What follows belongs to an exercise in optimizing a design on an open flow for a short achievable clock period and few clock cycles; a production flow would make more cautious choices.
Only simulation tests tie the RTL to the original design; equivalence was not proved.
Power figures rest on the tool's default switching activity, not on a simulated workload.

// avion_core
module avion_core (
    input  wire        clk,
    input  wire        rst,         
    input  wire [15:0] len,         
    output reg         mem_rd,
    output reg  [15:0] mem_addr,
    input  wire [7:0]  mem_data,
    input  wire        stop,
    output reg         delay_req,
    input  wire        delay_ack,
    output reg         ev_valid,
    output reg  [7:0]  ev_op,
    output reg  [7:0]  ev_a,
    output reg  [7:0]  ev_b,
    output reg  [7:0]  ev_c,
    output reg         ev_flag,
    output reg  [2:0]  status,
    output reg  [15:0] pc,
    output reg  [1:0]  epoch,
    output reg         ledger,
    output wire [5:0]  sp,
    input  wire [5:0]  dbg_sel,
    output wire [15:0] dbg_data
);
Size in the first run: roughly 130 I/O pins, ~30000 sq um of cells after synthesis.
Settings: LEC_CHECK=0, ABC_CLOCK_PERIOD_IN_PS=4000, CAP_MARGIN=20, CORE_MARGIN=2, CORE_UTILIZATION=40, SETUP_SLACK_MARGIN=5, SLEW_MARGIN=20; clock period 10.0 ns.
run.sh (not shown) runs the stock make flow with config.mk's settings and CLKGATE_MAP_FILE= SYNTH_SCRIPT=/design/flow/synth_recipe.tcl, a recipe that flattens the netlist after the stock synthesis.
The starting point produced a clean layout.
Testbench counts at the start, summed over its fixed seeds: cycles 29,934.
Then changed:
--- a/flow/design.v
+++ b/flow/design.v
@@ -22,47 +22,40 @@
     input  wire        clk,
     input  wire        rst,
     input  wire        we,
     input  wire [7:0]  widx,
     input  wire [7:0]  wdata,
     input  wire [7:0]  ridx,
     output wire [7:0]  rdata,
-    input  wire [5:0]  dbg_sel,
+    input  wire [3:0]  dbg_idx,
     output wire [7:0]  dbg_data
 );
     reg [7:0] x [0:15];
     integer i;
     always @(posedge clk) begin
         if (rst) begin
             for (i = 0; i < 16; i = i + 1)
                 x[i] <= 8'd0;
         end else if (we && widx < 8'd16) begin
             x[widx[3:0]] <= wdata;
         end
     end
     assign rdata    = (ridx < 8'd16) ? x[ridx[3:0]] : 8'd0;
-    reg  [7:0] dbg_o;
-    integer    k;
-    always @(*) begin
-        dbg_o = 8'd0;
-        for (k = 0; k < 16; k = k + 1)
-            dbg_o = dbg_o | ({8{dbg_sel == k}} & x[k]);
-    end
-    assign dbg_data = dbg_o;
+    assign dbg_data = x[dbg_idx];
 endmodule
 module avion_stack (
     input  wire       clk,
     input  wire       rst,
     input  wire       push,
     input  wire       pop,
     input  wire       clear,
     input  wire [7:0] din,
     output reg  [5:0] sp,
     output wire [7:0] top,
-    input  wire [5:0] dbg_sel,
+    input  wire [4:0] dbg_idx,
     output wire [7:0] dbg_data
 );
     reg [7:0] mem [0:31];
     always @(posedge clk) begin
         if (rst) begin
             sp <= 6'd0;
         end else if (clear) begin
@@ -71,22 +64,15 @@
             mem[sp[4:0]] <= din;
             sp <= sp + 6'd1;
         end else if (pop) begin
             sp <= sp - 6'd1;
         end
     end
     assign top      = mem[sp[4:0] - 5'd1];
-    reg  [7:0] dbg_o;
-    integer    k;
-    always @(*) begin
-        dbg_o = 8'd0;
-        for (k = 0; k < 32; k = k + 1)
-            dbg_o = dbg_o | ({8{dbg_sel == 32 + k}} & mem[k]);
-    end
-    assign dbg_data = dbg_o;
+    assign dbg_data = mem[dbg_idx];
 endmodule
 module avion_core (
     input  wire        clk,
     input  wire        rst,         
     input  wire [15:0] len,         
     output reg         mem_rd,
     output reg  [15:0] mem_addr,
@@ -164,33 +150,34 @@
         .clk     (clk),
         .rst     (rst),
         .we      (reg_we),
         .widx    (b1_r),
         .wdata   (d),
         .ridx    (d),
         .rdata   (reg_rdata),
-        .dbg_sel (dbg_sel),
+        .dbg_idx (dbg_sel[3:0]),
         .dbg_data(reg_dbg)
     );
     reg         stk_push, stk_pop, stk_clear;
     wire [7:0]  stk_top;
     wire [7:0]  stk_dbg;
     avion_stack u_stack (
         .clk     (clk),
         .rst     (rst),
         .push    (stk_push),
         .pop     (stk_pop),
         .clear   (stk_clear),
         .din     (d),
         .sp      (sp),
         .top     (stk_top),
-        .dbg_sel (dbg_sel),
+        .dbg_idx (dbg_sel[4:0]),
         .dbg_data(stk_dbg)
     );
-    assign dbg_data = {8'd0, reg_dbg | stk_dbg};
+    assign dbg_data = dbg_sel[5]  ? {8'd0, stk_dbg} :
+                      !dbg_sel[4] ? {8'd0, reg_dbg} : 16'd0;
     wire hold   = delay_req && !delay_ack;
     wire active = (status == ST_RUNNING) && !hold && !wt && run;
     wire tok    = active && tv;
     wire sp_empty = (sp == 6'd0);
     wire sp_full  = (sp == 6'd32);
     wire [15:0] target = pc4_r + {{8{d[7]}}, d};
     wire        oob    = ($signed(d) > $signed(hi_cap)) || ($signed(d) < $signed(lo_cap));
Effect: Wire length came out lower by 32%. Total power decreases by 0.46%. Worst setup slack gets better by 140 ps. Hold slack is better by 3.5 ps. Sequential power is about the same. Global-route usage drops by 11 points. Clock power went down by about 2%. Via count falls by 11%. Core utilization went down by 2.2 points. Combinational power climbs by 4.6%.
Testbench counts after the change, summed over its fixed seeds: cycles 29,934.

## what the ideal ports hide
In the flow no input, the clock included, has a driving cell. The finished layouts below were timed again as built, in two steps.
Step 1 (the two cells are an assumption about what drives the block):
set clk [get_ports {clk}]
set_driving_cell -lib_cell sky130_fd_sc_hd__clkbuf_16 $clk
set_driving_cell -lib_cell sky130_fd_sc_hd__buf_2 [delete_from_list [all_inputs] $clk]
Step 2, shift: input delay + t, output delay - t, t = (earliest + latest rising clock arrival at the registers) / 2. This alone moves slack from input paths to output paths.
Slacks: ideal ports / drivers / drivers and shift; pairs: ideal ports / drivers.
run	t (ns)	setup WS [ns]	worst setup path after step 2	latest minus earliest clock arrival (ns)	worst register clock-pin slew, ns
the first run	0.672	3.994 / 3.926 / 3.926	input to output	0.037 / 0.036	0.06 / 0.06
the second run	0.661	4.135 / 3.800 / 3.800	input to output	0.031 / 0.031	0.06 / 0.06
After both steps every run listed still meets setup and hold. The setup slack of the second run, which loses most, moves by -0.335 ns with the drivers and by -0.335 ns with both steps.
